Background: an optimization exercise with open tools, aiming at small area. Do not read the settings as production practice. The RTL was checked by simulation tests, not by an equivalence proof against the original design. Power is estimated from default activity; no workload was simulated. No driver is modelled on the clock port, so clocking that relies on it looks cheaper here than on a real chip.

Setup of v42:
Design keyscan_midi, start of the top module:
module keyscan_midi (
    input  wire       clk,
    input  wire       rst,         
    input  wire       tickReq,     
    input  wire [3:0] sense,       
    output wire [7:0] colDrive,    
    output reg  [2:0] muxAddr,     
    output wire [7:0] txByte,      
    output reg        txValid,
    output reg        clampSeen    
);
    localparam [3:0] P_IDLE     = 4'd0,
                     P_SELECT   = 4'd1,
                     P_SET0     = 4'd2,    
                     P_SET      = 4'd3,    
                     P_SETTLE   = 4'd4,
                     P_READ     = 4'd5,
                     P_DIFF     = 4'd6,
                     P_HANDLE   = 4'd7,
                     P_EMIT1    = 4'd8,    
                     P_EMIT2    = 4'd9,    
                     P_ADVANCE  = 4'd10;
    reg  [3:0]  phase;
    reg  [2:0]  col;           
    reg         adv;           
    reg  [63:0] W;             
    reg  [63:0] R [0:6];       
    reg  [47:0] E;             
    reg  [2:0]  cnt;           
    reg         pending;       
    reg         z;             
    reg         lap0;          
    reg         msgOn;
    assign colDrive = 8'h01 << col;
    wire isRead   = (phase == P_READ);
    wire isHandle = (phase == P_HANDLE);
    wire isEmit1  = (phase == P_EMIT1);
    wire isEmit2  = (phase == P_EMIT2);
    wire swap     = pending && (cnt == 3'b001);
    wire [7:0] o = z ? 8'd0 : W[63:56];
    wire oLM = o[7], oLB = o[6], oUM = o[5], oUB = o[4];
    wire onL = o[3], offL = o[2], onU = o[1], offU = o[0];
    wire sLM = sense[0], sLB = sense[1], sUM = sense[2], sUB = sense[3];
    wire mcL = sLM ^ oLM, bcL = sLB ^ oLB;
    wire mcU = sUM ^ oUM, bcU = sUB ^ oUB;
    wire emL = mcL & (sLM ? ~onL : ~offL);
    wire emU = mcU & (sUM ? ~onU : ~offU);
    wire clrL = bcL & sLB, clrU = bcU & sUB;
  ...
export LEC_CHECK = 0
export CAP_MARGIN = 20
export CORE_MARGIN = 2
export CORE_UTILIZATION = 65
export PLACE_DENSITY = 0.75
export SLEW_MARGIN = 20
create_clock -name core_clock -period 10.0 [get_ports {clk}]
standard.sh (not shown) runs the stock make flow with config.mk's settings and CLKGATE_MAP_FILE= SYNTH_SCRIPT=/design/flow/synth_recipe.tcl, a recipe that flattens the netlist after the stock synthesis.
==> flow/flow/run.sh <==
#!/bin/bash
# Standard layout, with clock-tree synthesis told not to add dummy loads and
# the port buffers made with the smallest buffer.
set -euo pipefail
export CTS_ARGS="-sink_clustering_enable -repair_clock_nets -sink_clustering_size 35 -sink_clustering_max_diameter 70 -buf_list sky130_fd_sc_hd__clkbuf_16 -dont_use_dummy_load"
export BUFFER_PORTS_ARGS="-buffer_cell sky130_fd_sc_hd__buf_1"
bash standard.sh > standard.log 2>&1
v42 reached the final stage; the timing, DRC and antenna checks on its layout passed.
[inputs] v11 vs v42
--- a/flow/flow/run.sh
+++ b/flow/flow/run.sh
@@ -5 +5 @@
-export CTS_ARGS="-sink_clustering_enable -repair_clock_nets -sink_clustering_size 35 -sink_clustering_max_diameter 70 -buf_list sky130_fd_sc_hd__clkbuf_16 -dont_use_dummy_load"
+export CTS_ARGS="-sink_clustering_enable -repair_clock_nets -sink_clustering_size 22 -sink_clustering_max_diameter 50 -buf_list sky130_fd_sc_hd__clkbuf_8 -dont_use_dummy_load"
Notes after the runs:
- v11: via count 1.3% above v42
- Looking at final cell count across v11 and v42, the one that comes out lower is v42.
- Changes observed in v11 relative to v42: part of the total power dissipated in combinational logic held steady, transition time of the tightest slew-check pin held steady, hold slack held steady, time the worst path needs with I/O delays and setup grew by 0.025 ns.
- Compared with v42, in v11 all-layer global routing usage rose by 0.19 points, count of clock-net buffers in the final layout up about 60%, number of flops mapped to enable cells by yosys saw little to no change, mean routed wirelength per cell went down 1.1%.
Modified inputs, v8 compared to v11
--- a/flow/flow/run.sh
+++ b/flow/flow/run.sh
@@ -5 +5 @@
-export CTS_ARGS="-sink_clustering_enable -repair_clock_nets -sink_clustering_size 22 -sink_clustering_max_diameter 50 -buf_list sky130_fd_sc_hd__clkbuf_8 -dont_use_dummy_load"
+export CTS_ARGS="-sink_clustering_enable -repair_clock_nets -sink_clustering_size 28 -sink_clustering_max_diameter 60 -buf_list {sky130_fd_sc_hd__clkbuf_8 sky130_fd_sc_hd__clkbuf_16} -dont_use_dummy_load"
Findings:
- Going from v11 to v8, sum of met3 wire segment lengths after detailed routing moved down, met2 usage in global routing up 0.85 points, utilization after layout went up by 0.92 points.
- Compared with v11, v8 shows a proportion of power drawn by the clock network that is 3.4 points higher.
- Part of the power in combinational logic is lower on v8

========
The RTL this note starts from:
==> flow/design.v <==
module keyscan_midi (
    input  wire       clk,
    input  wire       rst,         
    input  wire       tickReq,     
    input  wire [3:0] sense,       
    output wire [7:0] colDrive,    
    output reg  [2:0] muxAddr,     
    output wire [7:0] txByte,      
    output reg        txValid,
    output reg        clampSeen    
);
    localparam [3:0] P_IDLE     = 4'd0,
                     P_SELECT   = 4'd1,
                     P_SET0     = 4'd2,    
                     P_SET      = 4'd3,    
                     P_SETTLE   = 4'd4,
                     P_READ     = 4'd5,
                     P_DIFF     = 4'd6,
                     P_HANDLE   = 4'd7,
                     P_EMIT1    = 4'd8,    
                     P_EMIT2    = 4'd9,    
                     P_ADVANCE  = 4'd10;
    reg  [3:0]  phase;
    reg  [2:0]  col;           
    reg         adv;           
    reg  [63:0] W;             
    reg  [63:0] R [0:6];       
    reg  [47:0] E;             
    reg  [2:0]  cnt;           
    reg         pending;       
    reg         z;             
    reg         lap0;          
    reg         msgOn;
    assign colDrive = 8'h01 << col;
    wire isRead   = (phase == P_READ);
    wire isHandle = (phase == P_HANDLE);
    wire isEmit1  = (phase == P_EMIT1);
    wire isEmit2  = (phase == P_EMIT2);
    wire swap     = pending && (cnt == 3'd0);
    wire [7:0] o = z ? 8'd0 : W[63:56];
    wire oLM = o[7], oLB = o[6], oUM = o[5], oUB = o[4];
    wire onL = o[3], offL = o[2], onU = o[1], offU = o[0];
    wire sLM = sense[0], sLB = sense[1], sUM = sense[2], sUB = sense[3];
    wire mcL = sLM ^ oLM, bcL = sLB ^ oLB;
    wire mcU = sUM ^ oUM, bcU = sUB ^ oUB;
    wire emL = mcL & (sLM ? ~onL : ~offL);
    wire emU = mcU & (sUM ? ~onU : ~offU);
    wire clrL = bcL & sLB, clrU = bcU & sUB;
    wire nOnL  = ~clrL & (onL  | (mcL &  sLM));
    wire nOffL = ~clrL & (offL | (mcL & ~sLM));
    wire nOnU  = ~clrU & (onU  | (mcU &  sUM));
    wire nOffU = ~clrU & (offU | (mcU & ~sUM));
    wire [7:0] nWord = {sLM, sLB, sUM, sUB, nOnL, nOffL, nOnU, nOffU};
    wire [5:0] nEv = {emL, mcL & (sLM | ~emL), bcL,
                      emU, mcU & (sUM | ~emU), bcU};
    reg [31:0] pa, pb;         
    integer k;
    always @(*) begin
        for (k = 0; k < 8; k = k + 1) begin
            pa[2*k]      = E[6*(7-k) + 5];
            pb[2*k]      = E[6*(7-k) + 4];
            pa[2*k+1]    = E[6*(7-k) + 3];
            pb[2*k+1]    = 1'b0;
            pa[16+2*k]   = E[6*(7-k) + 2];
            pb[16+2*k]   = E[6*(7-k) + 1];
            pa[16+2*k+1] = E[6*(7-k) + 0];
            pb[16+2*k+1] = 1'b0;
        end
    end
    wire [31:0] pend = pa | pb;
    wire [31:0] lowBelow = {lowBelowShift(pend), 1'b0};
    function [30:0] lowBelowShift(input [31:0] p);
        integer i;
        reg acc;
        begin
            acc = 1'b0;
            for (i = 0; i < 31; i = i + 1) begin
                acc = acc | p[i];
                lowBelowShift[i] = acc;
            end
        end
    endfunction
    wire [31:0] sel = pend & ~lowBelow;
    wire        any = |pend;
    wire [31:0] makeMask = 32'h55555555;
    wire        emitSel = |(sel & pa & makeMask);
    wire        onSel   = |(sel & pb);
    reg  [2:0]  mSel;
    reg         upSel;
    integer q;
    always @(*) begin
        mSel  = 3'd0;
        upSel = 1'b0;
        for (q = 0; q < 32; q = q + 1)
            if (sel[q]) begin
                mSel  = mSel  | q[3:1];
                upSel = upSel | q[4];
            end
    end
    wire clampRow = (mSel == 3'd7) && (col >= 3'd5);
    wire clrEn = (isHandle & ~emitSel) | isEmit2;
    reg  [47:0] Eclr;
    integer j;
    always @(*) begin
        for (j = 0; j < 8; j = j + 1) begin
            Eclr[6*(7-j) + 5] = sel[2*j]      & clrEn;
            Eclr[6*(7-j) + 4] = sel[2*j]      & clrEn;
            Eclr[6*(7-j) + 3] = sel[2*j+1]    & clrEn;
            Eclr[6*(7-j) + 2] = sel[16+2*j]   & clrEn;
            Eclr[6*(7-j) + 1] = sel[16+2*j]   & clrEn;
            Eclr[6*(7-j) + 0] = sel[16+2*j+1] & clrEn;
        end
    end
    wire [6:0] rawPitch = 7'd36 + {1'b0, mSel, col};
    wire [6:0] pitch    = (mSel == 3'd7 && col >= 3'd5) ? 7'd96 : rawPitch;
    assign txByte = isEmit1 ? {3'b100, msgOn, 3'b000, ~upSel} :
                    isEmit2 ? {1'b0, pitch} :
                              {1'b0, {7{msgOn}}};
    integer s;
    always @(posedge clk) begin
        R[0] <= swap ? W : R[6];
        for (s = 1; s < 7; s = s + 1)
            R[s] <= R[s-1];
    end
    always @(posedge clk) begin
        if (swap)
            W <= R[6];
        else if (isRead)
            W <= {W[55:0], nWord};
        if (isRead)
            E <= {E[41:0], nEv};
        else
            E <= E & ~Eclr;
        if (isHandle & any & emitSel)
            msgOn <= onSel;
    end
    always @(posedge clk) begin
        if (rst) begin
            phase     <= P_IDLE;
            col       <= 3'd0;
            adv       <= 1'b0;
            muxAddr   <= 3'd0;
            txValid   <= 1'b0;
            clampSeen <= 1'b0;
            cnt       <= 3'd0;
            pending   <= 1'b0;
            z         <= 1'b1;
            lap0      <= 1'b1;
        end else begin
            txValid <= 1'b0;
            cnt <= swap ? 3'd0 : (cnt == 3'd0 ? 3'd6 : cnt - 3'd1);
            if (swap) begin
                pending <= 1'b0;
                z       <= lap0;
            end
            case (phase)
                P_IDLE:   if (tickReq) phase <= P_SELECT;
                P_SELECT: begin
                    col   <= col + {2'b00, adv};
                    phase <= P_SET0;
                end
                P_SET0: begin
                    muxAddr <= 3'd0;
                    phase   <= P_SETTLE;
                end
                P_SET: begin
                    muxAddr <= muxAddr + 3'd1;
                    phase   <= P_SETTLE;
                end
                P_SETTLE: phase <= P_READ;
                P_READ: begin
                    if (muxAddr == 3'd7) begin
                        phase   <= P_DIFF;
                        pending <= 1'b1;
                        z       <= 1'b0;
                        if (col == 3'd7) lap0 <= 1'b0;
                    end else
                        phase <= P_SET;
                end
                P_DIFF: phase <= P_HANDLE;
                P_HANDLE: begin
                    if (!any)
                        phase <= P_ADVANCE;
                    else begin
                        if (clampRow) clampSeen <= 1'b1;
                        if (emitSel) begin
                            txValid <= 1'b1;
                            phase   <= P_EMIT1;
                        end
                    end
                end
                P_EMIT1: begin
                    txValid <= 1'b1;
                    phase   <= P_EMIT2;
                end
                P_EMIT2: begin
                    txValid <= 1'b1;
                    phase   <= P_HANDLE;
                end
                P_ADVANCE: begin
                    adv   <= 1'b1;
                    phase <= P_IDLE;
                end
                default: phase <= P_IDLE;
            endcase
        end
    end
endmodule
make LEC_CHECK=0 CAP_MARGIN=20 CORE_MARGIN=2 CORE_UTILIZATION=40 SLEW_MARGIN=20 finish   # period 10.0 ns
run.sh (not shown) runs the stock make flow with config.mk's settings and CLKGATE_MAP_FILE= SYNTH_SCRIPT=/design/flow/synth_recipe.tcl, a recipe that flattens the netlist after the stock synthesis.
Stock flow here: none of the scripts above is used.
==> next run, changes <==
--- a/flow/config.mk
+++ b/flow/config.mk
@@ -6,6 +6,11 @@
 export NUM_CORES = 4
 export LEC_CHECK = 0
+export ABC_AREA = 1
 export CAP_MARGIN = 20
 export CORE_MARGIN = 2
-export CORE_UTILIZATION = 40
+export CORE_UTILIZATION = 80
+export CTS_BUF_LIST = sky130_fd_sc_hd__clkbuf_16
+export CTS_CLUSTER_DIAMETER = 50
+export CTS_CLUSTER_SIZE = 34
+export PLACE_DENSITY = 0.88
 export SLEW_MARGIN = 20
Effect: The changed run completed without violations; power is higher by about 6%; wire length is higher by about 47%; maximum frequency is lower by about 9%; synthesized cell count is higher by 6.8%.
==> next run, changes <==
==> flow/config.mk (replaced) <==
export PLATFORM = sky130hd
export DESIGN_NAME = keyscan_midi
export DESIGN_NICKNAME = keyscan_midi
export VERILOG_FILES = /design/flow/design.v
export SDC_FILE = /design/flow/constraint.sdc
export NUM_CORES = 4
export LEC_CHECK = 0
export CAP_MARGIN = 20
export CORE_MARGIN = 2
export CORE_UTILIZATION = 65
export CTS_BUF_LIST = sky130_fd_sc_hd__clkbuf_8
export CTS_CLUSTER_SIZE = 20
export PLACE_DENSITY = 0.75
export SLEW_MARGIN = 20
=> The new run completed with no timing, DRC or antenna violations. Clock skew decreases by 18 ps. Routed wire length shrinks by 31%. Total power fell by 11%. Final cell count is higher by 2.4%. Cell area went up by 3.0%. Utilization goes down by 15 points. Hold slack loses 9.0 ps. Sequential share of layout area is lower by 2.0 points. Non-clock buffer count goes down by 1. Global-route usage drops by 16 points.
==> next run, changes <==
--- a/flow/config.mk
+++ b/flow/config.mk
@@ -9,6 +9,7 @@
 export CORE_MARGIN = 2
 export CORE_UTILIZATION = 65
-export CTS_BUF_LIST = sky130_fd_sc_hd__clkbuf_8
-export CTS_CLUSTER_SIZE = 20
+export CTS_BUF_LIST = sky130_fd_sc_hd__clkbuf_16
+export CTS_CLUSTER_DIAMETER = 60
+export CTS_CLUSTER_SIZE = 30
 export PLACE_DENSITY = 0.75
 export SLEW_MARGIN = 20
What happened: Sequential power is about the same. Setup slack is about the same. Global-route usage fell by 0.75 points. Clock power fell by about a fifth. Die area is unchanged. Maximum frequency stays flat. Utilization fell by 2.1 points. Design area fell by a few percent. Routed wire length fell slightly.

========
Another version of the RTL of keyscan_midi (not shown whole).
For scale: ~1100 cells after synthesis.
Design keyscan_midi, start of the top module:
module keyscan_midi (
    input  wire       clk,
    input  wire       rst,         
    input  wire       tickReq,     
    input  wire [3:0] sense,       
    output wire [7:0] colDrive,    
    output reg  [2:0] muxAddr,     
    output wire [7:0] txByte,      
    output reg        txValid,
    output reg        clampSeen    
);
Settings: LEC_CHECK=0, CAP_MARGIN=20, CORE_MARGIN=2, CORE_UTILIZATION=65, PLACE_DENSITY=0.75, SLEW_MARGIN=20; clock period 10.0 ns.
standard.sh (not shown) runs the stock make flow with config.mk's settings and CLKGATE_MAP_FILE= SYNTH_SCRIPT=/design/flow/synth_recipe.tcl, a recipe that flattens the netlist after the stock synthesis.
==> flow/flow/run.sh <==
#!/bin/bash
# Standard layout, with clock-tree synthesis told not to add dummy loads and
# the port buffers made with the smallest buffer.
set -euo pipefail
export CTS_ARGS="-sink_clustering_enable -repair_clock_nets -sink_clustering_size 30 -sink_clustering_max_diameter 60 -buf_list sky130_fd_sc_hd__clkbuf_16 -dont_use_dummy_load"
export BUFFER_PORTS_ARGS="-buffer_cell sky130_fd_sc_hd__buf_1"
bash standard.sh > standard.log 2>&1
Then changed:
==> flow/run.sh (new file) <==
#!/bin/bash
# synth_recipe.tcl (not shown) runs the flow's synth.tcl, then flattens the netlist and writes it again
# the make line also repeats each setting of config.mk as NAME=value (left out here)
make -C /OpenROAD-flow-scripts/flow DESIGN_CONFIG=/design/flow/config.mk WORK_HOME=/design/flow/orfs CLKGATE_MAP_FILE= SYNTH_SCRIPT=/design/flow/synth_recipe.tcl finish
CTS_BUF_LIST = sky130_fd_sc_hd__clkbuf_16   (was default)
CTS_CLUSTER_DIAMETER = 60   (was default)
CTS_CLUSTER_SIZE = 30   (was default)
removed: flow/flow/run.sh
removed: flow/standard.sh
Result: The new run completed without violations. Design area increases by about 3%. Area after synthesis stays the same. Cell count increases by 1.7%. Count of clock-buffer cells in the layout rises by 1. Global-route usage is higher by 0.49 points. Via count rises by 0.70%. Total power rose by about 8%. Fmax fell by 6.1%. Synthesized cell count does not change. Wire length rises by 3.9%. Worst setup slack loses 350 ps.

static timing again, ports no longer ideal:
No port has a modelled driver above. Below, the same layouts with a new extraction and two added sets of constraints.
Step 1 sets driving cells, clkbuf_16 on the clock port and buf_2 on the other inputs (assumed; they add their load-dependent delay and slew).
Step 2 also shifts input and output timing later by t, the mid clock arrival at the registers, as if the neighbouring blocks saw the same clock.
Slacks: ideal ports / drivers / drivers and shift; pairs: ideal ports / drivers.
run	t (ns)	setup WS [ns]	worst hold slack (ns)
v42	0.565	5.055 / 5.006 / 5.571	0.268 / 0.268 / 0.268
v11	0.579	5.031 / 4.988 / 5.567	0.266 / 0.266 / 0.266
v8	0.587	5.085 / 5.037 / 5.624	0.296 / 0.296 / 0.296
the first run of note 2	0.614	4.339 / 4.289 / 4.903	0.311 / 0.311 / 0.311
the second run of note 2	0.588	3.792 / 3.742 / 4.330	0.321 / 0.321 / 0.321
the third run of note 2	0.629	4.422 / 4.378 / 5.007	0.312 / 0.312 / 0.312
the fourth run of note 2	0.620	4.424 / 4.379 / 4.999	0.317 / 0.317 / 0.317
the first run of note 3	0.591	4.713 / 4.664 / 5.256	0.299 / 0.299 / 0.299
the second run of note 3	0.616	4.367 / 4.318 / 4.934	0.321 / 0.321 / 0.321
After both steps setup and hold are still met in every run listed.
